From an optimization exercise on the open Yosys and OpenROAD flow, aimed at small area, a short achievable clock period and few clock cycles; shortcuts taken in it are not production practice. Function was checked by simulation only, so behaviour that the tests miss may differ from the original. Power figures rest on the tool's default switching activity, not on a simulated workload.

## flow/flow/run.sh

```bash
#!/bin/bash
# The standard layout, with these changes to how it is made:
#  * every input and output port is buffered as usual, with buf_1 cells;
#  * clock tree synthesis does not add dummy loads (its other arguments are
#    the standard ones: sink clustering, clock-net repair, the buffer list).
# Clock period, constraints and every other step are the standard ones.
set -euo pipefail
export BUFFER_PORTS_ARGS='-inputs -outputs -buffer_cell sky130_fd_sc_hd__buf_1'
export CTS_ARGS='-sink_clustering_enable -repair_clock_nets -buf_list {sky130_fd_sc_hd__clkbuf_4 sky130_fd_sc_hd__clkbuf_8} -dont_use_dummy_load'
sed 's/SETUP_SLACK_MARGIN=[0-9.]*/SETUP_SLACK_MARGIN=7.0/' standard.sh > standard_tight.sh
bash standard_tight.sh > standard_tight.log 2>&1
```

## flow/standard.sh

```bash
#!/bin/bash
# synth_recipe.tcl (not shown) runs the flow's synth.tcl, then flattens the netlist and writes it again
# the make line also repeats each setting of config.mk as NAME=value (left out here)
make -C /OpenROAD-flow-scripts/flow DESIGN_CONFIG=/design/flow/config.mk WORK_HOME=/design/flow/orfs CLKGATE_MAP_FILE= SYNTH_SCRIPT=/design/flow/synth_recipe.tcl "${@:-finish}"
```

## flow/config.mk

```make
export PLATFORM = sky130hd
export DESIGN_NAME = ldp_fc
export DESIGN_NICKNAME = ldp_fc
export VERILOG_FILES = /design/flow/design.v
export SDC_FILE = /design/flow/constraint.sdc
export NUM_CORES = 4
export LEC_CHECK = 0
export ABC_CLOCK_PERIOD_IN_PS = 4000
export CAP_MARGIN = 20
export CORE_MARGIN = 2
export CORE_UTILIZATION = 40
export CTS_BUF_LIST = sky130_fd_sc_hd__clkbuf_4 sky130_fd_sc_hd__clkbuf_8
export SETUP_SLACK_MARGIN = 5
export SLEW_MARGIN = 20
```

## flow/constraint.sdc

```tcl
create_clock -name core_clock -period 10.0 [get_ports {clk}]
set_input_delay 2.0000 -clock core_clock [delete_from_list [all_inputs] [get_ports {clk}]]
set_output_delay 2.0000 -clock core_clock [all_outputs]
set_load 0.01 [all_outputs]
```

## flow/design.v

```verilog
module ldp_crc_table (
    input  wire [15:0] crc,
    input  wire [7:0]  data,
    output wire [15:0] value
);
    localparam [127:0] TB = {
        16'h8303, 16'h8183, 16'h80C3, 16'h8063,    
        16'h8033, 16'h801B, 16'h800F, 16'h8005     
    };
    wire [7:0] x = crc[15:8] ^ data;
    reg  [15:0] t;
    integer j;
    always @(*) begin
        t = 16'h0000;
        for (j = 0; j < 8; j = j + 1)
            if (x[j]) t = t ^ TB[16*j +: 16];
    end
    assign value = {crc[7:0], 8'h00} ^ t;
endmodule
module ldp_sentry #(
    parameter N = 4
) (
    input  wire [1:0] count,      
    input  wire       is_ff,      
    input  wire       is_fd,      
    input  wire       is_00,      
    output reg  [1:0] count_nx,   
    output reg        match       
);
    always @(*) begin
        count_nx = 2'd0;
        match    = 1'b0;
        case (count)
            2'd0: count_nx = is_ff ? 2'd1 : 2'd0;
            2'd1: count_nx = is_ff ? 2'd2 : 2'd0;
            2'd2: begin
                if (is_fd) begin
                    if (N == 3) match = 1'b1;
                    else        count_nx = 2'd3;
                end else if (is_ff)
                    count_nx = 2'd2;
            end
            default: begin
                if (is_00) match = 1'b1;
            end
        endcase
    end
endmodule
module ldp_fc #(
    parameter PBUF_SIZE = 64
) (
    input  wire        clk,
    input  wire        rst,           
    input  wire        cmd_valid,
    output wire        cmd_ready,
    input  wire [31:0] cmd,
    input  wire        rx_valid,
    output wire        rx_ready,
    input  wire [7:0]  rx_data,
    output wire        tx_valid,
    input  wire        tx_ready,
    output wire [7:0]  tx_data,
    output wire        po_valid,
    input  wire        po_ready,
    output wire [7:0]  po_data,
    output wire        busy,
    output wire [10:0] stat,          
    output wire [15:0] crc,
    output wire [1:0]  s3,
    output wire [1:0]  s4,
    output wire [15:0] pwp,
    output wire [15:0] alen,
    output wire [15:0] idx,
    output wire [7:0]  rid,
    output wire [15:0] rlen,
    output wire [7:0]  rinst,
    output wire [7:0]  rerr,
    output wire [15:0] rem,
    output wire [15:0] rcrc,
    output wire [15:0] nlog
);
    localparam TS = 2;
    localparam OP_CRC_CLR  = 4'h1;
    localparam OP_CRC_LD   = 4'h2;
    localparam OP_CRC_ADV  = 4'h3;
    localparam OP_CRC_FOLD = 4'h4;
    localparam OP_S3_CLR   = 4'h5;
    localparam OP_S3_FEED  = 4'h6;
    localparam OP_S4_CLR   = 4'h7;
    localparam OP_S4_FEED  = 4'h8;
    localparam OP_PB_CLR   = 4'h9;
    localparam OP_PB_PUSH  = 4'hA;
    localparam OP_ASM      = 4'hB;
    localparam OP_HUNT     = 4'hC;
    localparam OP_PARSE    = 4'hD;
    localparam [3:0] S_IDLE  = 4'd0;
    localparam [3:0] S_X     = 4'd1;    
    localparam [3:0] S_DRAIN = 4'd2;    
    localparam [3:0] S_PUSHW = 4'd3;    
    localparam [3:0] S_FOLD  = 4'd4;
    localparam [3:0] S_AH    = 4'd5;    
    localparam [3:0] S_AP    = 4'd6;    
    localparam [3:0] S_AC0   = 4'd7;
    localparam [3:0] S_AC1   = 4'd8;
    localparam [3:0] S_AW    = 4'd9;    
    localparam [3:0] S_HUNT  = 4'd10;
    localparam [3:0] S_PH    = 4'd11;   
    localparam [3:0] S_PR    = 4'd12;   
    localparam [3:0] S_PC0   = 4'd13;
    localparam [3:0] S_PC1   = 4'd14;
    localparam [3:0] S_PW    = 4'd15;   
    localparam [7:0] K_NOT_STATUS = 8'h80;
    localparam [7:0] K_BAD_CRC    = 8'h81;
    localparam [7:0] K_BAD_LENGTH = 8'h82;
    reg [3:0]   st;
    reg         busy_r, rxr, first;
    reg [3:0]   xop;                  
    reg         kclr;                 
    reg [15:0]  fcrc;                 
    reg [16:0]  cq;                   
    reg [2:0]   hc;                   
    reg [15:0]  crc_r;
    reg [1:0]   s3_r, s4_r;
    reg [6:0]   pwp_r;
    reg [8*PBUF_SIZE-1:0] ring;       
    reg [5:0]   ph;                   
    reg [5:0]   rq;                   
    reg [1:0]   ks;                   
    reg [6:0]   at;                   
    reg [6:0]   alen_r;
    reg [6:0]   idx_r;
    reg         tp, tl;               
    reg         fdone;                
    reg         fin;                  
    reg [7:0]   rid_r, rinst_r, rerr_r;
    reg [15:0]  rlen_r, rem_r, rcrc_r, nlog_r;
    reg         pf_bad, pf_cap, pf_zero;
    reg         skip;
    reg [7:0]   kind;
    reg         alert, match_f, cmderr;
    reg         cb_crc;               
    reg         cb_wr;                
    reg         tx_v;
    reg [7:0]   tx_d;
    reg         q0_v, q1_v;           
    reg [7:0]   q0, q1;
    assign busy      = busy_r;
    assign cmd_ready = !busy_r;
    assign stat      = {cmderr, match_f, alert, kind};
    assign crc       = crc_r;
    assign s3        = s3_r;
    assign s4        = s4_r;
    assign pwp       = {9'd0, pwp_r};
    assign alen      = {9'd0, alen_r};
    assign idx       = {9'd0, idx_r};
    assign rid       = rid_r;
    assign rlen      = rlen_r;
    assign rinst     = rinst_r;
    assign rerr      = rerr_r;
    assign rem       = rem_r;
    assign rcrc      = rcrc_r;
    assign nlog      = nlog_r;
    assign tx_valid  = tx_v;
    assign tx_data   = tx_d;
    assign po_valid  = q0_v;
    assign po_data   = q0;
    assign rx_ready  = rxr;
    wire rx_fire = rxr && rx_valid;
    wire po_fire = q0_v && po_ready;
    wire load    = !tx_v || tx_ready;    
    wire [3:0] op     = cmd[31:28];
    wire       z27_17 = (cmd[27:17] == 11'd0);
    wire       z16    = !cmd[16];
    wire       z15_8  = (cmd[15:8] == 8'd0);
    wire       z7_0   = (cmd[7:0] == 8'd0);
    reg        cmd_ok;
    always @(*) begin
        case (op)
            OP_CRC_CLR, OP_CRC_FOLD, OP_S3_CLR, OP_S4_CLR, OP_PB_CLR, OP_HUNT:
                cmd_ok = z27_17 && z16 && z15_8 && z7_0;
            OP_CRC_ADV, OP_S3_FEED, OP_S4_FEED, OP_PB_PUSH:
                cmd_ok = z27_17 && z16 && z15_8;
            OP_CRC_LD, OP_ASM:
                cmd_ok = z27_17 && z16;
            OP_PARSE:
                cmd_ok = z27_17;
            default:
                cmd_ok = 1'b0;
        endcase
    end
    wire cmd_fire = cmd_valid && !busy_r;
    wire pb_full  = pwp_r[6];
    wire [15:0] crc_adv;
    ldp_crc_table u_crc (.crc(cb_wr ? fcrc : crc_r), .data(cb_wr ? cq[7:0] : tx_d),
                         .value(crc_adv));
    wire [15:0] crc_eff = cb_crc ? crc_adv : crc_r;
    wire wr_now = cb_wr && (ph == 6'd0 || pwp_r == 7'd1);
    always @(posedge clk)
        ring <= {ring[8*PBUF_SIZE-9:0], wr_now ? cq[7:0] : ring[8*PBUF_SIZE-1 -: 8]};
    wire [5:0] ph_nx = wr_now ? 6'd0 : ph + 6'd1;
    wire [5:0] rp_0  = ph_nx + pwp_r[5:0] - 6'd1;    
    wire       push_ok_nx = (pwp_r == 7'd0) || wr_now || (ph == 6'd63);
    wire       hit   = &rq[TS-1:0];
    wire [5:0] tap_s = {rq[5:TS], {TS{1'b1}}};
    wire [7:0] tap_b = ring[8*tap_s +: 8];
    wire       rq_last = (rq == ph);                  
    function [2:0] flags(input [7:0] b);
        flags = {b == 8'hFF, b == 8'hFD, b == 8'h00};
    endfunction
    wire [2:0] f_cq = flags(cq[7:0]);
    wire [2:0] f_rx = flags(rx_data);
    wire [2:0] f_pq = flags(tx_d);
    wire [1:0] s3c_nx, s3r_nx, s3p_nx, s4c_nx, s4r_nx, ks_nx;
    wire       s3c_m, s3r_m, s3p_m, s4c_m, s4r_m, ks_m;
    ldp_sentry #(.N(3)) u_s3c (.count(s3_r), .is_ff(f_cq[2]), .is_fd(f_cq[1]), .is_00(f_cq[0]),
                               .count_nx(s3c_nx), .match(s3c_m));
    ldp_sentry #(.N(3)) u_s3r (.count(s3_r), .is_ff(f_rx[2]), .is_fd(f_rx[1]), .is_00(f_rx[0]),
                               .count_nx(s3r_nx), .match(s3r_m));
    ldp_sentry #(.N(3)) u_s3p (.count(s3_r), .is_ff(f_pq[2]), .is_fd(f_pq[1]), .is_00(f_pq[0]),
                               .count_nx(s3p_nx), .match(s3p_m));
    ldp_sentry #(.N(4)) u_s4c (.count(s4_r), .is_ff(f_cq[2]), .is_fd(f_cq[1]), .is_00(f_cq[0]),
                               .count_nx(s4c_nx), .match(s4c_m));
    ldp_sentry #(.N(4)) u_s4r (.count(s4_r), .is_ff(f_rx[2]), .is_fd(f_rx[1]), .is_00(f_rx[0]),
                               .count_nx(s4r_nx), .match(s4r_m));
    ldp_sentry #(.N(3)) u_ks  (.count(ks), .is_ff(f_cq[2]), .is_fd(f_cq[1]), .is_00(f_cq[0]),
                               .count_nx(ks_nx), .match(ks_m));
    reg [7:0] a_hdr;
    always @(*) begin
        case (hc)
            3'd1:    a_hdr = 8'hFF;
            3'd2:    a_hdr = 8'hFD;
            3'd3:    a_hdr = 8'h00;
            3'd4:    a_hdr = cq[15:8];           
            3'd5:    a_hdr = {1'b0, alen_r};
            3'd6:    a_hdr = 8'h00;
            default: a_hdr = cq[7:0];            
        endcase
    end
    wire [15:0] rlen_m4 = rlen_r - 16'd4;
    wire need_p  = !(tp && (s3p_m || tl));
    wire fetch   = (st == S_AP) && load && need_p && hit && !fdone;
    reg [3:0] sn;           
    reg       q0v_n, q1v_n;
    always @(posedge clk) begin
        if (rst) begin
            st      <= S_IDLE;
            busy_r  <= 1'b0;
            rxr     <= 1'b0;
            first   <= 1'b0;
            crc_r   <= 16'h0000;
            s3_r    <= 2'd0;
            s4_r    <= 2'd0;
            pwp_r   <= 7'd0;
            ph      <= 6'd0;
            ks      <= 2'd0;
            at      <= 7'd3;
            alen_r  <= 7'd0;
            idx_r   <= 7'd0;
            rid_r   <= 8'h00;
            rlen_r  <= 16'h0000;
            rinst_r <= 8'h00;
            rerr_r  <= 8'h00;
            rem_r   <= 16'h0000;
            rcrc_r  <= 16'h0000;
            nlog_r  <= 16'h0000;
            kind    <= 8'h00;
            alert   <= 1'b0;
            match_f <= 1'b0;
            cmderr  <= 1'b0;
            kclr    <= 1'b0;
            fcrc    <= 16'h0000;
            cb_crc  <= 1'b0;
            cb_wr   <= 1'b0;
            tx_v    <= 1'b0;
            q0_v    <= 1'b0;
            q1_v    <= 1'b0;
        end else begin
            sn = st;
            first <= cmd_fire;
            cb_crc <= 1'b0;
            if (cb_crc)
                crc_r <= crc_adv;
            kclr <= 1'b0;
            if (wr_now) begin
                cb_wr <= 1'b0;
                fcrc  <= crc_adv;
                ks    <= ks_nx;
                at    <= at + (ks_m ? 7'd2 : 7'd1);
            end
            if (kclr) begin
                fcrc <= 16'h0000;
                ks <= 2'd0;
                at <= 7'd3;
            end
            ph <= ph_nx;
            if (!fetch)
                rq <= rq + 6'd1;
            q0v_n = q0_v;
            q1v_n = q1_v;
            if (po_fire) begin
                q0    <= q1;
                q0v_n = q1_v;
                q1v_n = 1'b0;
            end
            case (st)
            S_IDLE: begin
                cq    <= cmd[16:0];
                xop   <= op;
                tx_d  <= 8'hFF;                  
                rq    <= rp_0;                   
                hc    <= 3'd1;
                tp    <= 1'b0;
                fdone <= 1'b0;
                skip  <= 1'b0;
                if (cmd_fire) begin
                    kind    <= 8'h00;
                    alert   <= 1'b0;
                    match_f <= 1'b0;
                    cmderr  <= !cmd_ok || (op == OP_PB_PUSH && pb_full);
                    if (cmd_ok) begin
                        case (op)
                            OP_CRC_CLR, OP_CRC_LD, OP_CRC_ADV, OP_S3_FEED, OP_S4_FEED,
                            OP_S3_CLR, OP_S4_CLR:
                                sn = S_X;
                            OP_CRC_FOLD: if (pwp_r != 7'd0)
                                sn = S_FOLD;
                            OP_PB_CLR: begin
                                pwp_r <= 7'd0;
                                kclr  <= 1'b1;
                            end
                            OP_PB_PUSH: if (!pb_full) begin
                                pwp_r <= pwp_r + 7'd1;
                                cb_wr <= 1'b1;
                                if (!push_ok_nx)
                                    sn = S_PUSHW;
                            end
                            OP_ASM: begin
                                tx_v <= 1'b1;
                                sn   = S_AH;
                            end
                            OP_HUNT:     sn = S_HUNT;
                            OP_PARSE:    sn = S_PH;
                            default: ;
                        endcase
                    end
                end
            end
            S_X: begin
                sn = S_IDLE;
                case (xop)
                    OP_CRC_LD:  crc_r <= cq[15:0];
                    OP_CRC_ADV: begin
                        tx_d   <= cq[7:0];
                        cb_crc <= 1'b1;
                        sn     = S_DRAIN;
                    end
                    OP_S3_FEED: begin
                        s3_r    <= s3c_nx;
                        match_f <= s3c_m;
                    end
                    OP_S4_FEED: begin
                        s4_r    <= s4c_nx;
                        match_f <= s4c_m;
                    end
                    OP_CRC_CLR:  crc_r <= 16'h0000;
                    OP_S3_CLR:   s3_r  <= 2'd0;
                    default: s4_r  <= 2'd0;
                endcase
            end
            S_DRAIN: sn = S_IDLE;
            S_PUSHW: if (wr_now)
                sn = S_IDLE;
            S_FOLD: if (first && crc_r == 16'h0000) begin
                crc_r <= fcrc;
                sn    = S_IDLE;
            end else if (hit) begin
                rq     <= rq;
                tx_d   <= tap_b;
                cb_crc <= 1'b1;
                if (rq_last)
                    sn = S_DRAIN;
            end
            S_AH: begin
                if (first) begin
                    crc_r  <= 16'h0202;           
                    s3_r   <= 2'd0;
                    idx_r  <= pwp_r;
                end
                if (hc == 3'd1)
                    alen_r <= at;
                if (load) begin
                    tx_d   <= a_hdr;
                    cb_crc <= 1'b1;
                    hc     <= hc + 3'd1;
                    fin    <= 1'b0;
                    if (hc == 3'd7)
                        sn = (pwp_r == 7'd0) ? S_AC0 : S_AP;
                end
            end
            S_AP: if (load) begin
                if (tp)
                    s3_r <= s3p_nx;
                tp <= 1'b0;
                if (tp && s3p_m) begin
                    tx_d   <= 8'hFD;
                    tx_v   <= 1'b1;
                    cb_crc <= 1'b1;
                    fin    <= tl;
                end else if (tp && tl) begin
                    tx_d <= crc_eff[7:0];
                    sn   = S_AC1;
                end else if (fin) begin
                    tx_d <= crc_eff[7:0];
                    tx_v <= 1'b1;
                    sn   = S_AC1;
                end else if (fetch) begin
                    tx_d   <= tap_b;
                    tx_v   <= 1'b1;
                    cb_crc <= 1'b1;
                    tp     <= 1'b1;
                    tl     <= rq_last;
                    fdone  <= rq_last;
                end else
                    tx_v <= 1'b0;
            end
            S_AC0: if (load) begin
                tx_d <= crc_eff[7:0];
                tx_v <= 1'b1;
                sn   = S_AC1;
            end
            S_AC1: if (load) begin
                tx_d <= crc_r[15:8];
                sn   = S_AW;
            end
            S_AW: if (load) begin
                tx_v <= 1'b0;
                sn   = S_IDLE;
            end
            S_HUNT: if (rx_fire) begin
                s4_r <= s4r_nx;
                if (s4r_m) begin
                    match_f <= 1'b1;
                    sn      = S_IDLE;
                end
            end
            S_PH: begin
                if (first) begin
                    crc_r  <= 16'h0E28;
                    s3_r   <= 2'd0;
                    rcrc_r <= 16'h0000;
                    nlog_r <= 16'h0000;
                end
                pf_bad  <= (rlen_r < 16'd4);
                pf_cap  <= cq[16] && (rlen_m4 != cq[15:0]);
                pf_zero <= (rlen_r == 16'd4);
                if (rx_fire) begin
                    tx_d   <= rx_data;
                    cb_crc <= 1'b1;
                    hc     <= hc + 3'd1;
                    case (hc)
                        3'd1: rid_r        <= rx_data;
                        3'd2: rlen_r[7:0]  <= rx_data;
                        3'd3: rlen_r[15:8] <= rx_data;
                        3'd4: rinst_r      <= rx_data;
                        default: begin
                            rerr_r <= rx_data;
                            if (rinst_r != 8'h55) begin
                                kind  <= K_NOT_STATUS;
                                rem_r <= 16'h0000;
                                sn    = S_DRAIN;
                            end else if (pf_bad) begin
                                kind  <= K_BAD_LENGTH;
                                rem_r <= 16'h0000;
                                sn    = S_DRAIN;
                            end else begin
                                rem_r <= rlen_m4;
                                if (pf_cap) begin
                                    kind <= K_BAD_LENGTH;
                                    sn   = S_DRAIN;
                                end else if (pf_zero)
                                    sn = S_PC0;
                                else
                                    sn = S_PR;
                            end
                        end
                    endcase
                end
            end
            S_PR: if (rx_fire) begin
                tx_d   <= rx_data;
                cb_crc <= 1'b1;
                rem_r  <= rem_r - 16'd1;
                if (skip) begin
                    skip <= 1'b0;
                end else begin
                    nlog_r <= nlog_r + 16'd1;
                    s3_r   <= s3r_nx;
                    skip   <= s3r_m;
                    if (!q0v_n) begin
                        q0    <= rx_data;
                        q0v_n = 1'b1;
                    end else begin
                        q1    <= rx_data;
                        q1v_n = 1'b1;
                    end
                end
                if (rem_r == 16'd1)
                    sn = S_PC0;
            end
            S_PC0: if (rx_fire) begin
                rcrc_r[7:0] <= rx_data;
                sn          = S_PC1;
            end
            S_PC1: if (rx_fire) begin
                rcrc_r[15:8] <= rx_data;
                if ({rx_data, rcrc_r[7:0]} != crc_r) begin
                    kind <= K_BAD_CRC;
                end else if (rerr_r[6:0] != 7'd0) begin
                    kind  <= {1'b0, rerr_r[6:0]};
                    alert <= rerr_r[7];
                end
                sn = q0v_n ? S_PW : S_IDLE;
            end
            default: if (!q0v_n)         
                sn = S_IDLE;
            endcase
            st     <= sn;
            q0_v   <= q0v_n;
            q1_v   <= q1v_n;
            busy_r <= (sn != S_IDLE);
            rxr    <= (sn == S_HUNT) || (sn == S_PH) || (sn == S_PC0) ||
                      (sn == S_PC1) || ((sn == S_PR) && !q1v_n);
        end
    end
endmodule
```

==> metrics.md, run 1 <==
| Metric | Value |
|---|---|
| Status | `timing/DRC/antenna clean` |
| # H-tree levels | `3` |
| Die area | `0.0656 mm^2` |
| Clock Latency Late Sink | `720 ps` |
| Total GRT Usage | `22.5%` |
| Inst Count DP | `3254` |
| Fin Setup TNS | `0 ps` |
| Number of nets in the layout | `2829` |
| Via count | `19200` |
| Critical Path AT | `4270 ps` |
| CP required | `10600 ps` |
| Synth Area per Inst | `11.1 um^2` |
| Vias per cell | `5.33` |
| Mapped cell area | `0.0254 mm^2` |
| Post-synthesis async set-or-reset flop share | `0%` |
| RSZ-0062 raised after global routing | `yes` |
| CTS sink count | `758` |
| Relative slew slack | `41.8%` |
| CTS Buffer Depth | `3` |
| # IOs | `234` |
| First-pass GRT wire length | `115 mm` |
| Max VDD drop | `0.0000908 V` |
| Proportion of layout cells with a drive suffix above 1 | `31.8%` |
| Max Clock Freq | `0.273 GHz` |
| Clock period minus worst slack | `3670 ps` |
| Slew @ Worst Pin | `868 ps` |
| Max_cap viols | `0` |
| Crit start category | `input port` |
| Root buffer cell | `clkbuf_8` |
| Fill cells | `5482` |
| Cell area power density | `165 mW/mm^2` |
| Multi-input combinational cell area | `0.00960 mm^2` |
| Number of global-route vias before repair | `19100` |
| Final setup vio count | `0` |
| Final Hold Vio Count | `0` |
| Port buffer count | `206` |
| CTS Buf Count | `114` |
| # DRC | `0` |
| FF+latch area | `0.0161 mm^2` |
| Width of the die | `256 um` |
| Routed WL | `77.8 mm` |
| YS warnings | `4` |
| Post-route antenna net violation count | `0` |
| First-pass detailed-route iteration total | `7` |
| Initial core utilization | `40.4%` |
| Seq/Total Area, Yosys | `62.1%` |
| GPL Wtd Cong | `0.979` |
| Clock skew | `91.9 ps` |
| LEAKAGE | `13.0 nW` |
| Hold WC Path Type | `reg -> reg` |
| Layout area overhead | `28.4%` |
| Post-Layout Cell Count | `3598` |
| Synth Flop Type | `dfxtp_1` |
| Core area | `0.0630 mm^2` |
| Die Ht | `256 um` |
| Share of the clock period used by the worst path after layout | `36.7%` |
| Fin. max-slew vios | `0` |
| Yosys reg bits | `758` |
| Critical path type | `in -> reg` |
| Post-route cell area | `0.0327 mm^2` |
| Final core utilization | `51.9%` |
| Top-area cell type share of the netlist area | `54.8%` |
| Post-CTS Hold Buffers | `0` |
| Pin count of the biggest net entering global routing | `86` |
| Post-synth EDFFs | `62` |
| Critical Path Fanout Max | `5` |
| Largest cells by area after synthesis | `dfxtp_1 (55%), edfxtp_1 (7.3%), mux4_2 (3.5%)` |
| Area leader, netlist | `dfxtp_1` |
| Initial antenna violation count | `0` |
| Placed inst area | `0.0272 mm^2` |
| Hpwl dp | `48.4 mm` |
| Grt ovf | `0` |
| Iteration-0 DRC Markers | `1692` |
| Cells after Synth | `2291` |
| Routed WL per cell | `21.6 um` |
| Clock Pin Slew Worst Setup and Hold Paths | `60 ps` |
| CTS tree | `built` |
| Yosys cell types | `84` |
| Endpoint class of the critical path | `flop` |
| Row cnt | `92` |
placed cells by master, fill, tap and decap left out, drive strengths merged, types with 16 or more instances in the layout:
master  instances
nand3          72
nand2b         20
xor2           75
nor4           27
ha             28
mux4           40
inv            50
conb           27
buf           455
nand4          20
clkbuf        121
a211oi         17
a21oi         123
a22oi          16
mux2i          74
nor2          237
nor3           40
nand2         194
o21ai          93
xnor2          42
edfxtp         62
dfxtp         696
routing by layer:
| layer | vias up | wire length, um | GRT usage (%) |
|---|---|---|---|
| met4 | 0 | 4070 | 12.3 |
| met3 | 225 | 5700 | 4.83 |
| met5 | - | 0 | 0 |
| met2 | 848 | 35900 | 36.3 |
| met1 | 9305 | 32100 | 28.3 |
| li1 | 8783 | - | - |
logic make-up (layout without fill, tap and decap cells):
logic type | Yosys count | after routing | synth area share [%]
and+or+nand+nor | 702 | 703 | 13.0
DFF | 758 | 758 | 62.1
other | 1 | 28 | 0.0147
muxes | 114 | 114 | 6.45
adders and majority gates | 30 | 30 | 1.53
xor gates and xnor gates | 118 | 118 | 4.15
AOI/OAI and AO/OA | 373 | 373 | 9.25
buffers and inverters | 195 | 628 | 3.49
worst paths after layout:
check | from | to | slack [ps] | cells after the start
worst max-delay path | cmd[1] | pwp_r[5] | 6330 | 10
worst min-delay path | ring[464] | ring[472] | 280 | 0
worst min register to register | ring[464] | ring[472] | 280 | 0
worst max register to register | rem_r[9] | rxr | 6880 | 9
sequential cells by signal, summed over array words and instances, names as in the netlist, 16 cells and up:
signal,flops
fcrc,16
rlen_r,16
rcrc_r,16
ring,512
rem_r,16
nlog_r,16
crc_r,16
cq,17
power by group:
group          internal (W)  total [W]  switching (W)
Combinational      0.000114   0.000280       0.000166
Clock              0.000998    0.00203        0.00103
Sequential          0.00306    0.00308      0.0000201
stage by stage:
stage          power [W]  hold WS [ps]  setup WS [ps]
2_1_floorplan    0.00333           310           5980
3_3_place_gp     0.00339           310           5290
3_5_place_dp     0.00339           312           5210
4_1_cts          0.00543           281           6370
5_1_grt          0.00559           298           6270
6_report         0.00539           282           6330
cells in the mapped netlist, drive strengths merged, types with 27 or more instances:
cell,count
a21oi,123
buf,55
clkbuf,89
dfxtp,696
edfxtp,62
ha,28
inv,50
mux2i,74
mux4,40
nand2,194
nand3,72
nor2,236
nor3,40
nor4,27
o21ai,93
xnor2,42
xor2,75
repair_timing:
| item | CTS | global route |
|---|---|---|
| buffers inserted | 173 | 51 |
| cloned | 1 | 3 |
| gates resized for setup | 593 | 89 |
| pin swaps | 25 | 40 |
| endpoints found under the setup margin | 324 | 250 |
worst max-delay path: stages:
cell and delay, ps:
buf_8 100, or4_4 600, o31ai_2 230, a211oi_1 100, o21a_2 230, nor4_4 120, buf_4 170, nand2_4 60
or4_4 510, a21oi_2 130
final cells by class:
type,instances,share of cell area (%)
flip-flops and latches,758,49.4
multi-input cells,1365,29.4
repair buffers,463,12.6
inverters,51,0.601
well taps,846,3.24
clock buffers,114,4.80
diodes,1,0.00766
Testbench counts, summed over its fixed seeds: cycles 14,027.
==> run 2: changes to the inputs <==
--- a/flow/flow/run.sh
+++ b/flow/flow/run.sh
@@ -7,5 +7,5 @@
 set -euo pipefail
 export BUFFER_PORTS_ARGS='-inputs -outputs -buffer_cell sky130_fd_sc_hd__buf_1'
 export CTS_ARGS='-sink_clustering_enable -repair_clock_nets -buf_list {sky130_fd_sc_hd__clkbuf_4 sky130_fd_sc_hd__clkbuf_8} -dont_use_dummy_load'
-sed 's/SETUP_SLACK_MARGIN=[0-9.]*/SETUP_SLACK_MARGIN=7.0/' standard.sh > standard_tight.sh
+sed 's/SETUP_SLACK_MARGIN=[0-9.]*/SETUP_SLACK_MARGIN=6.2/' standard.sh > standard_tight.sh
 bash standard_tight.sh > standard_tight.log 2>&1
==> run 2 against run 1 <==
Compared with the run above: sequential cell count unchanged; final cell count decreased by 6.3%; global-route usage decreased by 1.9 points; critical path depth unchanged; combinational power decreased by 26%; non-clock buffer count decreased by 223; worst hold slack got worse by 5.1 ps; first-iteration DRC count increased by 20%; clock-buffer cell count unchanged.
==> metrics.md, run 2 <==
| Metric | Value |
|---|---|
| LEAKAGE | `10.8 nW (was 13.0 nW)` |
| Final Hold Vio Count | `0 (unchanged)` |
| CTS Buf Count | `114 (unchanged)` |
| CTS tree | `built (unchanged)` |
| Initial core utilization | `40.4% (unchanged)` |
| Top-area cell type share of the netlist area | `54.8% (unchanged)` |
| Crit start category | `input port (unchanged)` |
| Critical Path Fanout Max | `8 (was 5)` |
| Multi-input combinational cell area | `0.00894 mm^2 (was 0.00960 mm^2)` |
| Number of global-route vias before repair | `17600 (was 19100)` |
| Status | `timing/DRC/antenna clean (unchanged)` |
| Endpoint class of the critical path | `flop (unchanged)` |
| Seq/Total Area, Yosys | `62.1% (unchanged)` |
| CTS sink count | `758 (unchanged)` |
| CTS Buffer Depth | `3 (unchanged)` |
| Pin count of the biggest net entering global routing | `70 (was 86)` |
| Max_cap viols | `0 (unchanged)` |
| Most flop-heavy register | `ring (unchanged)` |
| Clock Pin Slew Worst Setup and Hold Paths | `60 ps (about the same)` |
| Post-CTS Hold Buffers | `0 (unchanged)` |
| Clock period minus worst slack | `3770 ps (was 3670 ps)` |
| FF+latch area | `0.0158 mm^2 (was 0.0161 mm^2)` |
| Iteration-0 DRC Markers | `2030 (was 1692)` |
| CP required | `10620 ps (was 10600 ps)` |
| Slowest cell on crit path | `or4_4 (unchanged)` |
| Core area | `0.0630 mm^2 (unchanged)` |
| Critical path type | `in -> reg (unchanged)` |
| GPL Wtd Cong | `0.933 (was 0.979)` |
| Delay-heaviest family, CP | `simple AND/OR/NAND/NOR gates (unchanged)` |
| Max VDD drop | `0.0000959 V (was 0.0000908 V)` |
| # diodes | `0 (was 1)` |
| Area leader, netlist | `dfxtp_1 (unchanged)` |
| Max Clock Freq | `0.265 GHz (was 0.273 GHz)` |
| Post-route antenna net violation count | `0 (unchanged)` |
| Final setup vio count | `0 (unchanged)` |
| Root buffer cell | `clkbuf_8 (unchanged)` |
| Row cnt | `92 (unchanged)` |
| Hpwl dp | `47.9 mm (was 48.4 mm)` |
| Post-synth EDFFs | `62 (unchanged)` |
| Clock Latency Late Sink | `710 ps (was 720 ps)` |
| Die area | `0.0656 mm^2 (unchanged)` |
| Layout area overhead | `12.5% (was 28.4%)` |
| Fin. max-slew vios | `0 (unchanged)` |
| Final core utilization | `45.5% (was 51.9%)` |
| Most frequent cells in the layout | `dfxtp_1 (695), nor2_1 (234), buf_1 (195) (was dfxtp_1 (551), buf_4 (231), nor2_1 (220))` |
| # IOs | `234 (unchanged)` |
| Width of the die | `256 um (unchanged)` |
| Slew @ Worst Pin | `1140 ps (was 868 ps)` |
| Synth Area per Inst | `11.1 um^2 (unchanged)` |
| Routed WL | `69.3 mm (was 77.8 mm)` |
| Fill cells | `5881 (was 5482)` |
| Number of nets in the layout | `2605 (was 2829)` |
| Routed WL per cell | `20.6 um (was 21.6 um)` |
| Synth Flop Type | `dfxtp_1 (unchanged)` |
| # DRC | `0 (unchanged)` |
| # H-tree levels | `3 (unchanged)` |
| Most frequent cell after synthesis | `dfxtp_1 (unchanged)` |
| Largest regs | `ring (512), cq (17) (unchanged)` |
| Max FFs per register | `512 (unchanged)` |
| Critical Path AT | `4390 ps (was 4270 ps)` |
| Hold WC Path Type | `reg -> reg (unchanged)` |
| Proportion of layout cells with a drive suffix above 1 | `9.42% (was 31.8%)` |
| Grt ovf | `0 (unchanged)` |
| Fin Setup TNS | `0 ps (unchanged)` |
| Port buffer count | `206 (unchanged)` |
| Total GRT Usage | `20.6% (was 22.5%)` |
| Cells after Synth | `2291 (unchanged)` |
| RSZ-0062 raised after global routing | `yes (unchanged)` |
| Initial antenna violation count | `0 (unchanged)` |
| Share of the clock period used by the worst path after layout | `37.7% (was 36.7%)` |
| Relative slew slack | `23.8% (was 41.8%)` |
| CP Buf/Inv Count | `2 (unchanged)` |
| Critical Path Max Stage Delay | `590 ps (was 600 ps)` |
| Cell area power density | `187 mW/mm^2 (was 165 mW/mm^2)` |
| Yosys reg bits | `758 (unchanged)` |
| Die Ht | `256 um (unchanged)` |
| Crit-path cells | `buf_1 > or4_4 > o31ai_2 > a211oi_1 > o21a_2 > nor4_4 > buf_4 > nand2_4 > or4_1 > a21oi_1 (was buf_8 > or4_4 > o31ai_2 > a211oi_1 > o21a_2 > nor4_4 > buf_4 > nand2_4 > or4_4 > a21oi_2)` |
| First-pass GRT wire length | `105 mm (was 115 mm)` |
| Yosys cell types | `84 (unchanged)` |
| Post-synth top cells | `dfxtp_1 (696), nor2_1 (236), nand2_1 (193) (unchanged)` |
| Post-synthesis async set-or-reset flop share | `0% (unchanged)` |
| Mapped cell area | `0.0254 mm^2 (unchanged)` |
| First-pass detailed-route iteration total | `8 (was 7)` |
| Via count | `18000 (was 19200)` |
| Vias per cell | `5.32 (was 5.33)` |
| YS warnings | `4 (unchanged)` |
| Largest cells by area after synthesis | `dfxtp_1 (55%), edfxtp_1 (7.3%), mux4_2 (3.5%) (unchanged)` |
| Clock skew | `59.0 ps (was 91.9 ps)` |
| Commonest non-fill, non-tap cell in the layout | `dfxtp_1 (unchanged)` |
## run 2: report_power, final
group,internal [W],leakage (nW),total (W),switching [W]
registers,0.00308,6.18,0.00311,0.0000324
clock network,0.000998,0.820,0.00202,0.00102
logic,0.0000764,3.79,0.000208,0.000131
## run 2: layout make-up
| cell class | instances | area share, % |
|---|---|---|
| Tap cell | 846 | 3.70 |
| Multi-Input combinational cell | 1364 | 31.2 |
| Inverter | 51 | 0.669 |
| Timing Repair Buffer | 240 | 3.75 |
| Clock buffer | 114 | 5.48 |
| Sequential cell | 758 | 55.2 |
## run 2: final timing paths
check                               start         to  slack (ps)  depth (start not counted)
worst min-delay path            ring[162]  ring[170]         280                          0
worst min register to register  ring[162]  ring[170]         280                          0
worst max-delay path               cmd[1]   pwp_r[5]        6230                         10
worst max register to register      rq[2]    tx_d[0]        6430                          6
## run 2: metrics by stage
stage / hold WS, ps / total power, W / setup WS [ps] / instance area [um^2] / std cells
finish: 277 / 0.00534 / 6230 / 28600 / 3373
global route: 266 / 0.00555 / 6140 / 28600 / 3373
CTS: 270 / 0.00541 / 6050 / 28500 / 3368
detailed placement: 312 / 0.00339 / 5220 / 26900 / 3252
global placement: 310 / 0.00338 / 5280 / 26900 / 3252
floorplan: 310 / 0.00332 / 5980 / 25500 / 2317
## run 2: cells by family (layout without fill, tap and decap cells)
family	count (synthesis)	in the layout	synth area share, %
xor gates and xnor gates	118	118	4.15
DFF	758	758	62.1
AOI/OAI and AO/OA	373	373	9.25
muxes	114	114	6.45
and+or+nand+nor	702	702	13.0
adders and majority gates	30	30	1.53
other	1	27	0.0147
buffers and inverters	195	405	3.49
## run 2: what timing repair did
| item | in CTS | in global routing |
|---|---|---|
| cloned | 0 | 1 |
| resized for setup | 4 | 21 |
| setup endpoints to repair | 13 | 12 |
| pin swaps | 1 | 2 |
| hold endpoints to repair | 0 | 0 |
| setup buffers | 2 | 3 |
## run 2: metal layers
layer | vias to the layer above | global-route usage, % | share of wire, %
li1 | 8329 | - | -
met1 | 8686 | 25.8 | 41
met4 | 0 | 11.8 | 5.3
met5 | - | 0 | 0
met2 | 762 | 32.6 | 46
met3 | 180 | 5.08 | 7.9
==> run 3: changes to the inputs <==
--- a/flow/flow/run.sh
+++ b/flow/flow/run.sh
@@ -7,5 +7,5 @@
 set -euo pipefail
 export BUFFER_PORTS_ARGS='-inputs -outputs -buffer_cell sky130_fd_sc_hd__buf_1'
 export CTS_ARGS='-sink_clustering_enable -repair_clock_nets -buf_list {sky130_fd_sc_hd__clkbuf_4 sky130_fd_sc_hd__clkbuf_8} -dont_use_dummy_load'
-sed 's/SETUP_SLACK_MARGIN=[0-9.]*/SETUP_SLACK_MARGIN=6.2/' standard.sh > standard_tight.sh
+sed 's/SETUP_SLACK_MARGIN=[0-9.]*/SETUP_SLACK_MARGIN=6.4/' standard.sh > standard_tight.sh
 bash standard_tight.sh > standard_tight.log 2>&1
==> run 3 against run 2 <==
Compared with the run above: register-to-register slack better by 90 ps; die area stayed put; maximum frequency is 0.77% higher; worst hold slack better by 21 ps; worst setup slack better by 29 ps; synthesized area stayed put; largest cell class unchanged.
==> metrics.md, run 3 <==
| Metric | Value |
|---|---|
| Final setup vio count | `0 (unchanged)` |
| Cell Int Power | `0.00414 W (was 0.00416 W)` |
| GPL Wtd Cong | `0.960 (was 0.933)` |
| Initial antenna violation count | `1 (was 0)` |
| FF+latch area | `0.0158 mm^2 (about the same)` |
| Proportion of layout cells with a drive suffix above 1 | `10.2% (was 9.42%)` |
| Post-synth EDFFs | `62 (unchanged)` |
| Most frequent cells in the layout | `dfxtp_1 (693), nor2_1 (234), buf_1 (193) (was dfxtp_1 (695), nor2_1 (234), buf_1 (195))` |
| # H-tree levels | `3 (unchanged)` |
| Width of the die | `256 um (unchanged)` |
| CTS Buf Count | `112 (was 114)` |
| Number of global-route vias before repair | `17700 (was 17600)` |
| Yosys cell types | `84 (unchanged)` |
| Core area | `0.0630 mm^2 (unchanged)` |
| Commonest non-fill, non-tap cell in the layout | `dfxtp_1 (unchanged)` |
| Most flop-heavy register | `ring (unchanged)` |
| # DRC | `0 (unchanged)` |
| First-pass GRT wire length | `106 mm (was 105 mm)` |
| Row cnt | `92 (unchanged)` |
| Clock skew | `36.9 ps (was 59.0 ps)` |
| Seq/Total Area, Yosys | `62.1% (unchanged)` |
| Multi-input combinational cell area | `0.00900 mm^2 (was 0.00894 mm^2)` |
| CTS sink count | `758 (unchanged)` |
| Crit-path cells | `buf_1 > nor4_1 > nand3_2 > o21a_2 > nor4_4 > buf_4 > nand2_4 > or4_4 > a21oi_2 (was buf_1 > or4_4 > o31ai_2 > a211oi_1 > o21a_2 > nor4_4 > buf_4 > nand2_4 > or4_1 > a21oi_1)` |
| Clock Pin Slew Worst Setup and Hold Paths | `60 ps (about the same)` |
| Fin. max-slew vios | `0 (unchanged)` |
| # IOs | `234 (unchanged)` |
| Routed WL per cell | `20.6 um (about the same)` |
| Die area | `0.0656 mm^2 (unchanged)` |
| Pin count of the biggest net entering global routing | `100 (was 70)` |
| RSZ-0062 raised after global routing | `yes (unchanged)` |
| Clock period minus worst slack | `3740 ps (was 3770 ps)` |
| Port buffer count | `206 (unchanged)` |
| LEAKAGE | `10.8 nW (about the same)` |
| Endpoint class of the critical path | `flop (unchanged)` |
| CTS tree | `built (unchanged)` |
| YS warnings | `4 (unchanged)` |
| Largest regs | `ring (512), cq (17) (unchanged)` |
| Top-area cell type share of the netlist area | `54.8% (unchanged)` |
| Max VDD drop | `0.0000949 V (was 0.0000959 V)` |
| Critical Path Max Stage Delay | `440 ps (was 590 ps)` |
| First-pass detailed-route iteration total | `7 (was 8)` |
| Status | `timing/DRC/antenna clean (unchanged)` |
| Grt ovf | `0 (unchanged)` |
| Critical path type | `in -> reg (unchanged)` |
| CTS Buffer Depth | `3 (unchanged)` |
| Synth Area per Inst | `11.1 um^2 (unchanged)` |
| Seq pwr share | `58.4% (was 58.3%)` |
| Crit start category | `input port (unchanged)` |
| Hpwl dp | `48.4 mm (was 47.9 mm)` |
| Cells after Synth | `2291 (unchanged)` |
| Post-route antenna net violation count | `0 (unchanged)` |
| Slowest cell on crit path | `nor4_1 (was or4_4)` |
| Relative slew slack | `22.9% (was 23.8%)` |
| Number of nets in the layout | `2610 (was 2605)` |
| Slew @ Worst Pin | `1160 ps (was 1140 ps)` |
| Clock Latency Late Sink | `680 ps (was 710 ps)` |
| Critical Path AT | `4340 ps (was 4390 ps)` |
| Critical Path Fanout Max | `7 (was 8)` |
| CP required | `10600 ps (was 10620 ps)` |
| Post-CTS Hold Buffers | `0 (unchanged)` |
| Die Ht | `256 um (unchanged)` |
| Routed WL | `69.7 mm (was 69.3 mm)` |
| Total GRT Usage | `20.8% (was 20.6%)` |
| Root buffer cell | `clkbuf_8 (unchanged)` |
| Post-synth top cells | `dfxtp_1 (696), nor2_1 (236), nand2_1 (193) (unchanged)` |
| Fin Setup TNS | `0 ps (unchanged)` |
| Iteration-0 DRC Markers | `1728 (was 2030)` |
| Clock power share | `37.5% (was 37.8%)` |
| Final Hold Vio Count | `0 (unchanged)` |
| Final core utilization | `45.6% (was 45.5%)` |
| Mapped cell area | `0.0254 mm^2 (unchanged)` |
| Sw Ratio | `22.2% (about the same)` |
| Largest cells by area after synthesis | `dfxtp_1 (55%), edfxtp_1 (7.3%), mux4_2 (3.5%) (unchanged)` |
| Cell area power density | `185 mW/mm^2 (was 187 mW/mm^2)` |
| Vias per cell | `5.33 (was 5.32)` |
| Final hold slack | `298 ps (was 277 ps)` |
| Hold WC Path Type | `reg -> reg (unchanged)` |
| Max Clock Freq | `0.267 GHz (was 0.265 GHz)` |
| Layout area overhead | `12.8% (was 12.5%)` |
| Combinational Power Share | `4.1% (was 3.9%)` |
| Post-synthesis async set-or-reset flop share | `0% (unchanged)` |
| Fill cells | `5870 (was 5881)` |
| Synth Flop Type | `dfxtp_1 (unchanged)` |
| Via count | `18000 (about the same)` |
| Area leader, netlist | `dfxtp_1 (unchanged)` |
| Yosys reg bits | `758 (unchanged)` |
| Initial core utilization | `40.4% (unchanged)` |
| Max FFs per register | `512 (unchanged)` |
| Most frequent cell after synthesis | `dfxtp_1 (unchanged)` |
| Share of the clock period used by the worst path after layout | `37.4% (was 37.7%)` |
| NetSw | `0.00118 W (about the same)` |
| Max_cap viols | `0 (unchanged)` |
[run 3: cell counts after synthesis]
No cell type changed its count.
[run 3: worst paths after layout]
kind / start / end / slack, ps / depth (start not counted)
worst min register to register: ring[484] / ring[492] / 300 / 0
worst max-delay path: cmd[16] / pwp_r[5] / 6260 / 9
worst min-delay path: ring[484] / ring[492] / 300 / 0
worst max register to register: pwp_r[1] / rq[5] / 6520 / 18
[run 3: logic make-up after synthesis]
kind of cell    synth area share, %
flops                          62.1
buf+inv                        3.49
other cells                  0.0147
fa+ha+maj                      1.53
xor+xnor                       4.15
simple gates                   13.0
mux                            6.45
compound gates                 9.25
[run 3: worst max-delay path, delay by kind of cell]
family,cells,cell delay [ps]
AOI/OAI and AO/OA,2,430
buffers and inverters,2,420
and+or+nand+nor,5,1500
[run 3: metrics by stage]
step	cells	worst slack, ps	cell area, um^2	total power, W
after floorplan	2317	5980	25600	0.00332
after global placement	3255	5380	26900	0.00338
after detailed placement	3255	5240	26900	0.00339
after CTS	3370	6400	28600	0.00539
after global routing	3379	6210	28700	0.00553
final	3379	6260	28700	0.00532
[run 3: repair_timing]
action                                  CTS  global route
pin swaps                                 2             3
endpoints found under the setup margin   43            27
resized for setup                        25            22
setup buffers                             3             8
[run 3: power groups by stage]
stage          sequential, W  clock [W]  combinational (W)
6_report             0.00310    0.00199           0.000221
5_1_grt              0.00310    0.00219           0.000240
4_1_cts              0.00310    0.00206           0.000221
3_5_place_dp         0.00317          0           0.000218
3_3_place_gp         0.00317          0           0.000215
2_1_floorplan        0.00315          0           0.000166
[run 3: final cells by class]
| cell class | count | share of cell area (%) |
|---|---|---|
| Antenna cell | 1 | 0.00872 |
| Clock buffer | 112 | 5.37 |
| Inverter | 51 | 0.671 |
| Multi-Input combinational cell | 1364 | 31.3 |
| Sequential cell | 758 | 55.0 |
| Tap cell | 846 | 3.69 |
| Timing Repair Buffer | 247 | 3.88 |
[run 3: routing by layer]
layer | global-route usage, % | vias up | part of all wire, %
met4 | 11.7 | 0 | 5.1
li1 | - | 8338 | -
met3 | 4.71 | 195 | 7.5
met2 | 32.7 | 740 | 45
met5 | 0 | - | 0
met1 | 26.5 | 8727 | 42
==> run 4: changes to the inputs <==
--- a/flow/flow/run.sh
+++ b/flow/flow/run.sh
@@ -7,5 +7,5 @@
 set -euo pipefail
 export BUFFER_PORTS_ARGS='-inputs -outputs -buffer_cell sky130_fd_sc_hd__buf_1'
 export CTS_ARGS='-sink_clustering_enable -repair_clock_nets -buf_list {sky130_fd_sc_hd__clkbuf_4 sky130_fd_sc_hd__clkbuf_8} -dont_use_dummy_load'
-sed 's/SETUP_SLACK_MARGIN=[0-9.]*/SETUP_SLACK_MARGIN=6.4/' standard.sh > standard_tight.sh
+sed 's/SETUP_SLACK_MARGIN=[0-9.]*/SETUP_SLACK_MARGIN=6.6/' standard.sh > standard_tight.sh
 bash standard_tight.sh > standard_tight.log 2>&1
==> run 4 against run 3 <==
Compared with the run above: worst setup slack gained 180 ps; worst hold slack lost 42 ps; global-route usage grew 0.092 points; clock-buffer cell count grew 1; die area is the same; first-iteration DRC count grew 0.46%; still clean; critical endpoint is now pwp_r[4].
==> metrics.md, run 4 <==
| Metric | Value |
|---|---|
| Clock Pin Slew Worst Setup and Hold Paths | `60 ps (about the same)` |
| Slew @ Worst Pin | `1130 ps (was 1160 ps)` |
| CTS tree | `built (unchanged)` |
| CP required | `10660 ps (was 10600 ps)` |
| Hold WC Path Type | `reg -> reg (unchanged)` |
| # DRC | `0 (unchanged)` |
| CTS Buffer Depth | `3 (unchanged)` |
| Status | `timing/DRC/antenna clean (unchanged)` |
| Largest cells by area after synthesis | `dfxtp_1 (55%), edfxtp_1 (7.3%), mux4_2 (3.5%) (unchanged)` |
| Cell area power density | `183 mW/mm^2 (was 185 mW/mm^2)` |
| Row cnt | `92 (unchanged)` |
| Critical path type | `in -> reg (unchanged)` |
| Share of the clock period used by the worst path after layout | `35.7% (was 37.4%)` |
| Iteration-0 DRC Markers | `1736 (was 1728)` |
| Endpoint class of the critical path | `flop (unchanged)` |
| Cells after Synth | `2291 (unchanged)` |
| Area leader, netlist | `dfxtp_1 (unchanged)` |
| Number of nets in the layout | `2641 (was 2610)` |
| Fin Setup TNS | `0 ps (unchanged)` |
| Max Clock Freq | `0.280 GHz (was 0.267 GHz)` |
| Post-synthesis async set-or-reset flop share | `0% (unchanged)` |
| First-pass GRT wire length | `106 mm (about the same)` |
| Grt ovf | `0 (unchanged)` |
| Mapped cell area | `0.0254 mm^2 (unchanged)` |
| HP Start | `ring[465] (was ring[484])` |
| Clock Latency Late Sink | `740 ps (was 680 ps)` |
| Final Hold Vio Count | `0 (unchanged)` |
| Via count | `18100 (was 18000)` |
| Initial antenna violation count | `0 (was 1)` |
| # IOs | `234 (unchanged)` |
| Post-Layout Cell Count | `3410 (was 3379)` |
| Critical Path Fanout Max | `5 (was 7)` |
| Most frequent cell after synthesis | `dfxtp_1 (unchanged)` |
| Number of global-route vias before repair | `17800 (was 17700)` |
| Post-synth EDFFs | `62 (unchanged)` |
| Final setup vio count | `0 (unchanged)` |
| Relative slew slack | `24.6% (was 22.9%)` |
| # H-tree levels | `3 (unchanged)` |
| Vias per cell | `5.32 (was 5.33)` |
| Top-area cell type share of the netlist area | `54.8% (unchanged)` |
| Initial core utilization | `40.4% (unchanged)` |
| Final core utilization | `46.3% (was 45.6%)` |
| Synth Area per Inst | `11.1 um^2 (unchanged)` |
| Routed WL per cell | `20.5 um (was 20.6 um)` |
| Clock skew | `99.0 ps (was 36.9 ps)` |
| CTS sink count | `758 (unchanged)` |
| CTS Buf Count | `113 (was 112)` |
| YS warnings | `4 (unchanged)` |
| Root buffer cell | `clkbuf_8 (unchanged)` |
| Yosys reg bits | `758 (unchanged)` |
| Inst Count DP | `3254 (was 3255)` |
| Die Ht | `256 um (unchanged)` |
| First-pass detailed-route iteration total | `6 (was 7)` |
| Crit start category | `input port (unchanged)` |
| Post-synth top cells | `dfxtp_1 (696), nor2_1 (236), nand2_1 (193) (unchanged)` |
| Post-CTS Hold Buffers | `0 (unchanged)` |
| Reg2reg start | `pwp_r[1] (unchanged)` |
| Most flop-heavy register | `ring (unchanged)` |
| Core area | `0.0630 mm^2 (unchanged)` |
| Port buffer count | `206 (unchanged)` |
| Place WS | `5220 ps (was 5240 ps)` |
| Fin. max-slew vios | `0 (unchanged)` |
| RSZ-0062 raised after global routing | `yes (unchanged)` |
| Width of the die | `256 um (unchanged)` |
| Pin count of the biggest net entering global routing | `93 (was 100)` |
| Crit path from | `cmd[5] (was cmd[16])` |
| Seq/Total Area, Yosys | `62.1% (unchanged)` |
| LEAKAGE | `11.1 nW (was 10.8 nW)` |
| Max_cap viols | `0 (unchanged)` |
| Die area | `0.0656 mm^2 (unchanged)` |
| Max FFs per register | `512 (unchanged)` |
| Max VDD drop | `0.000119 V (was 0.0000949 V)` |
| Critical Path AT | `4220 ps (was 4340 ps)` |
| Routed WL | `69.8 mm (was 69.7 mm)` |
| Yosys cell types | `84 (unchanged)` |
| Clock period minus worst slack | `3570 ps (was 3740 ps)` |
| Hpwl dp | `47.7 mm (was 48.4 mm)` |
| Total GRT Usage | `20.9% (was 20.8%)` |
| Final Worst Setup Slack | `6430 ps (was 6260 ps)` |
| Proportion of layout cells with a drive suffix above 1 | `13.3% (was 10.2%)` |
| Largest regs | `ring (512), cq (17) (unchanged)` |
| GPL Wtd Cong | `0.971 (was 0.960)` |
| Synth Flop Type | `dfxtp_1 (unchanged)` |
| Commonest non-fill, non-tap cell in the layout | `dfxtp_1 (unchanged)` |
| Post-route antenna net violation count | `0 (unchanged)` |
| Layout area overhead | `14.6% (was 12.8%)` |
| Most frequent cells in the layout | `dfxtp_1 (668), nor2_1 (232), nand2_1 (191) (was dfxtp_1 (693), nor2_1 (234), buf_1 (193))` |
[run 4: final cells by class]
class	count	area, um^2
fillers	5822	33800
flip-flops and latches	758	15800
multi-input cells	1364	9090
clock buffers	113	1560
repair buffers	277	1400
well taps	846	1060
inverters	51	191
diodes	1	2.50
[run 4: final timing paths]
kind | to | slack [ps] | cells past startpoint
max | pwp_r[4] | 6430 | 10
min | ring[473] | 260 | 0
max reg2reg | rq[5] | 6660 | 18
min reg2reg | ring[473] | 260 | 0
[run 4: kinds of logic (layout without fill, tap and decap cells)]
logic type	Yosys count	count (layout)	synth area share, %
xor gates and xnor gates	118	118	4.15
AOI/OAI and AO/OA	373	373	9.25
DFF	758	758	62.1
and+or+nand+nor	702	702	13.0
muxes	114	114	6.45
adders and majority gates	30	30	1.53
buffers and inverters	195	441	3.49
other	1	28	0.0147
[run 4: metrics by stage]
stage / hold slack, ps / power (W) / instance area [um^2]
2_1_floorplan: 310 / 0.00332 / 25700
3_3_place_gp: 310 / 0.00339 / 27000
3_5_place_dp: 312 / 0.00339 / 27000
4_1_cts: 243 / 0.00540 / 28900
5_1_grt: 246 / 0.00555 / 29100
6_report: 257 / 0.00534 / 29100
[run 4: what timing repair did]
action / in CTS / in global routing
endpoints found under the setup margin: 81 / 63
pin swaps: 4 / 3
cloned: 1 / 0
gates resized for setup: 62 / 31
setup buffers: 28 / 13
[run 4: metal layers]
| metal | vias up | routed length, um | track usage, % |
|---|---|---|---|
| li1 | 8401 | - | - |
| met1 | 8790 | 30300 | 27.2 |
| met2 | 731 | 31300 | 32.6 |
| met3 | 203 | 4790 | 4.51 |
| met4 | 0 | 3460 | 11.0 |
| met5 | - | 0 | 0 |
[run 4: power by group]
part           internal [W]  switching [W]  leakage [nW]
logic             0.0000838       0.000154          4.04
clock network      0.000989        0.00101         0.812
registers           0.00308      0.0000184          6.19
total               0.00415        0.00119          11.1
[run 4: worst max-delay path: stages]
cell and delay, ps:
buf_6 90, or4_4 620, nor4_2 240, a211oi_1 80
o21a_2 240, nor4_4 240, nand2_4 110, buf_4 160
or3_1 300, a21oi_1 130
==> run 5: changes to the inputs <==
--- a/flow/flow/run.sh
+++ b/flow/flow/run.sh
@@ -7,5 +7,5 @@
 set -euo pipefail
 export BUFFER_PORTS_ARGS='-inputs -outputs -buffer_cell sky130_fd_sc_hd__buf_1'
 export CTS_ARGS='-sink_clustering_enable -repair_clock_nets -buf_list {sky130_fd_sc_hd__clkbuf_4 sky130_fd_sc_hd__clkbuf_8} -dont_use_dummy_load'
-sed 's/SETUP_SLACK_MARGIN=[0-9.]*/SETUP_SLACK_MARGIN=6.6/' standard.sh > standard_tight.sh
+sed 's/SETUP_SLACK_MARGIN=[0-9.]*/SETUP_SLACK_MARGIN=6.7/' standard.sh > standard_tight.sh
 bash standard_tight.sh > standard_tight.log 2>&1
==> run 5 against run 4 <==
Compared with the run above: global-route usage rose by 0.40 points; final area rose by 1.4%; still clean; highest routed layer unchanged; non-clock buffer count rose by 4; synthesized cell count did not move; worst setup slack improved by 11 ps; largest power group unchanged.
==> metrics.md, run 5 <==
| Metric | Value |
|---|---|
| Status | `timing/DRC/antenna clean (unchanged)` |
| Yosys cell types | `84 (unchanged)` |
| Port buffer count | `206 (unchanged)` |
| Clock power share | `37.7% (was 37.5%)` |
| Die Ht | `256 um (unchanged)` |
| Relative slew slack | `26.8% (was 24.6%)` |
| Grt ovf | `0 (unchanged)` |
| Clock Pin Slew Worst Setup and Hold Paths | `60 ps (about the same)` |
| Clock Latency Late Sink | `700 ps (was 740 ps)` |
| Post-route antenna net violation count | `0 (unchanged)` |
| Slew @ Worst Pin | `1090 ps (was 1130 ps)` |
| Hpwl dp | `48.3 mm (was 47.7 mm)` |
| CTS sink count | `758 (unchanged)` |
| GR peak layer | `met2 (unchanged)` |
| Post-Layout Cell Count | `3417 (was 3410)` |
| Post-route cell area | `0.0295 mm^2 (was 0.0291 mm^2)` |
| Most frequent cell after synthesis | `dfxtp_1 (unchanged)` |
| Layout area overhead | `16.1% (was 14.6%)` |
| Core area | `0.0630 mm^2 (unchanged)` |
| Slowest cell on crit path | `o311ai_1 (was or4_4)` |
| Area leader, netlist | `dfxtp_1 (unchanged)` |
| Max FFs per register | `512 (unchanged)` |
| Crit start category | `input port (unchanged)` |
| LEAKAGE | `11.4 nW (was 11.1 nW)` |
| Most flop-heavy register | `ring (unchanged)` |
| Sw Ratio | `22.3% (was 22.2%)` |
| YS warnings | `4 (unchanged)` |
| Mapped cell area | `0.0254 mm^2 (unchanged)` |
| Fin Setup TNS | `0 ps (unchanged)` |
| Max_cap viols | `0 (unchanged)` |
| Root buffer cell | `clkbuf_8 (unchanged)` |
| Largest cells by area after synthesis | `dfxtp_1 (55%), edfxtp_1 (7.3%), mux4_2 (3.5%) (unchanged)` |
| Met2 GRT Util | `32.5% (was 32.6%)` |
| Cell area power density | `181 mW/mm^2 (was 183 mW/mm^2)` |
| Final Hold Vio Count | `0 (unchanged)` |
| Post-synth EDFFs | `62 (unchanged)` |
| Post-CTS Hold Buffers | `0 (unchanged)` |
| Max Clock Freq | `0.281 GHz (was 0.280 GHz)` |
| Commonest non-fill, non-tap cell in the layout | `dfxtp_1 (unchanged)` |
| CTS Buf Count | `114 (was 113)` |
| Routed WL per cell | `20.9 um (was 20.5 um)` |
| Critical Path Fanout Max | `7 (was 5)` |
| Combinational Power Share | `4.4% (was 4.5%)` |
| Top-area cell type share of the netlist area | `54.8% (unchanged)` |
| Crit-path cells | `buf_1 > nand2_1 > nor2_1 > nand4_1 > nand4_1 > a221oi_1 > a21bo_4 > o311ai_1 > nor3_2 (was buf_6 > or4_4 > nor4_2 > a211oi_1 > o21a_2 > nor4_4 > nand2_4 > buf_4 > or3_1 > a21oi_1)` |
| Clock period minus worst slack | `3560 ps (was 3570 ps)` |
| Iteration-0 DRC Markers | `1698 (was 1736)` |
| Pin count of the biggest net entering global routing | `94 (was 93)` |
| Critical path type | `in -> reg (unchanged)` |
| Critical Path Max Stage Delay | `370 ps (was 620 ps)` |
| CP dominant cell by count | `nand4_1` |
| Final setup vio count | `0 (unchanged)` |
| NetSw | `0.00119 W (about the same)` |
| Endpoint class of the critical path | `flop (unchanged)` |
| Largest regs | `ring (512), cq (17) (unchanged)` |
| Inst Count DP | `3250 (was 3254)` |
| GPL Wtd Cong | `0.950 (was 0.971)` |
| Vias per cell | `5.32 (about the same)` |
| # DRC | `0 (unchanged)` |
| Cell Int Power | `0.00416 W (was 0.00415 W)` |
| Fin. max-slew vios | `0 (unchanged)` |
| Die area | `0.0656 mm^2 (unchanged)` |
| # IOs | `234 (unchanged)` |
| M3 GR Usage | `5.09% (was 4.51%)` |
| Share of the clock period used by the worst path after layout | `35.6% (was 35.7%)` |
| Number of global-route vias before repair | `17700 (was 17800)` |
| Final Worst Setup Slack | `6440 ps (was 6430 ps)` |
| Synth Flop Type | `dfxtp_1 (unchanged)` |
| Fill cells | `5824 (was 5822)` |
| Post-synthesis async set-or-reset flop share | `0% (unchanged)` |
| Initial antenna violation count | `3 (was 0)` |
| Critical Path AT | `4110 ps (was 4220 ps)` |
| RSZ-0062 raised after global routing | `yes (unchanged)` |
| Number of nets in the layout | `2646 (was 2641)` |
| Width of the die | `256 um (unchanged)` |
| Row cnt | `92 (unchanged)` |
| Seq pwr share | `57.9% (was 58.0%)` |
| Routed WL | `71.3 mm (was 69.8 mm)` |
| Final core utilization | `46.9% (was 46.3%)` |
| First-pass GRT wire length | `108 mm (was 106 mm)` |
| Hold WC Path Type | `reg -> reg (unchanged)` |
| Yosys reg bits | `758 (unchanged)` |
| Seq/Total Area, Yosys | `62.1% (unchanged)` |
| CP required | `10560 ps (was 10660 ps)` |
| Via count | `18200 (was 18100)` |
| CTS tree | `built (unchanged)` |
| # H-tree levels | `3 (unchanged)` |
| Post-synth top cells | `dfxtp_1 (696), nor2_1 (236), nand2_1 (193) (unchanged)` |
| Synth Area per Inst | `11.1 um^2 (unchanged)` |
| Proportion of layout cells with a drive suffix above 1 | `18.0% (was 13.3%)` |
| First-pass detailed-route iteration total | `6 (unchanged)` |
| Clock skew | `49.5 ps (was 99.0 ps)` |
| CTS Buffer Depth | `3 (unchanged)` |
| Total GRT Usage | `21.3% (was 20.9%)` |
| M1 GR Usage | `28.1% (was 27.2%)` |
| Placed inst area | `0.0270 mm^2 (about the same)` |
| Max VDD drop | `0.000105 V (was 0.000119 V)` |
| Place WS | `5100 ps (was 5220 ps)` |
| Cells after Synth | `2291 (unchanged)` |
| Most frequent cells in the layout | `dfxtp_1 (622), nor2_1 (230), nand2_1 (190) (was dfxtp_1 (668), nor2_1 (232), nand2_1 (191))` |
| Initial core utilization | `40.4% (unchanged)` |
-- run 5: timing repair --
action                                  CTS  global route
endpoints found under the setup margin  140            78
gates cloned                              1             0
pin swaps                                13             8
buffers inserted                         38            11
gates resized for setup                 213            45
-- run 5: layout make-up --
cell class | count | area, um^2 | area share, %
antenna | 3 | 7.51 | 0.0254
clock buffer | 114 | 1570 | 5.31
inverter | 51 | 193 | 0.652
multi-input combinational | 1364 | 9190 | 31.1
sequential | 758 | 16000 | 54.0
tap | 846 | 1060 | 3.58
timing repair buffer | 281 | 1570 | 5.32
-- run 5: metrics by stage --
| stage | hold slack, ps | total power [W] |
|---|---|---|
| finish | 297 | 0.00535 |
| global placement | 310 | 0.00339 |
| CTS | 283 | 0.00541 |
| detailed placement | 312 | 0.00339 |
| floorplan | 310 | 0.00332 |
| global route | 288 | 0.00556 |
-- run 5: logic make-up after synthesis --
family / count (synthesis) / share of synthesized area (%)
DFF: 758 / 62.1
and+or+nand+nor: 702 / 13.0
AOI/OAI and AO/OA: 373 / 9.25
buffers and inverters: 195 / 3.49
xor gates and xnor gates: 118 / 4.15
muxes: 114 / 6.45
adders and majority gates: 30 / 1.53
other: 1 / 0.0147
-- run 5: worst max-delay path, delay by kind of cell --
family	cells	cell delay (ps)
AO/OA/AOI/OAI	3	1000
buffers and inverters	1	110
AND/OR/NAND/NOR	5	1000
-- run 5: worst paths after layout --
kind | startpoint | end | slack (ps) | depth (start not counted)
max | rx_valid | rxr | 6440 | 9
max reg2reg | pwp_r[5] | rq[5] | 6710 | 17
min | ring[457] | ring[465] | 300 | 0
min reg2reg | ring[457] | ring[465] | 300 | 0
-- run 5: power by group through the flow --
stage / Clock [W] / Sequential, W / Combinational, W
3_3_place_gp: 0 / 0.00317 / 0.000214
6_report: 0.00202 / 0.00310 / 0.000236
2_1_floorplan: 0 / 0.00315 / 0.000169
5_1_grt: 0.00221 / 0.00310 / 0.000256
4_1_cts: 0.00208 / 0.00310 / 0.000231
3_5_place_dp: 0 / 0.00317 / 0.000218
-- run 5: layer usage --
metal	part of all wire, %	vias to the layer above	wire, um
met1	43	8766	30800
li1	-	8423	-
met2	44	815	31600
met4	4.8	0	3440
met3	7.7	171	5470
met5	0	-	0

[port drivers added, routing unchanged]
Ports are ideal in the flow. The routed layouts listed here were re-timed in OpenROAD.
Step 1, drivers: a clkbuf_16 drives clk and a buf_2 each remaining input, both assumed.
Step 2 moves the port delays by t, midway between the first and last clock arrival at a register: inputs arrive t later, outputs are due t later. That takes back most of the time a late clock gives input paths.
Slacks: ideal ports / drivers / drivers and shift; pairs: ideal ports / drivers.
| run | shift t [ns] | setup WS [ns] | latest minus earliest clock arrival (ns) | worst register clock-pin slew, ns |
|---|---|---|---|---|
| run 1 | 0.732 | 6.331 / 6.317 / 5.585 | 0.095 / 0.096 | 0.06 / 0.06 |
| run 2 | 0.731 | 6.229 / 6.260 / 5.529 | 0.068 / 0.068 | 0.07 / 0.07 |
| run 3 | 0.722 | 6.258 / 6.285 / 5.563 | 0.051 / 0.051 | 0.06 / 0.06 |
| run 4 | 0.754 | 6.434 / 6.457 / 5.704 | 0.109 / 0.109 | 0.06 / 0.06 |
| run 5 | 0.726 | 6.445 / 6.445 / 5.719 | 0.051 / 0.051 | 0.06 / 0.06 |
After both steps setup and hold are still met in every run listed. The setup slack of run 1, which loses most, moves by -0.014 ns with the drivers and by -0.746 ns with both steps.
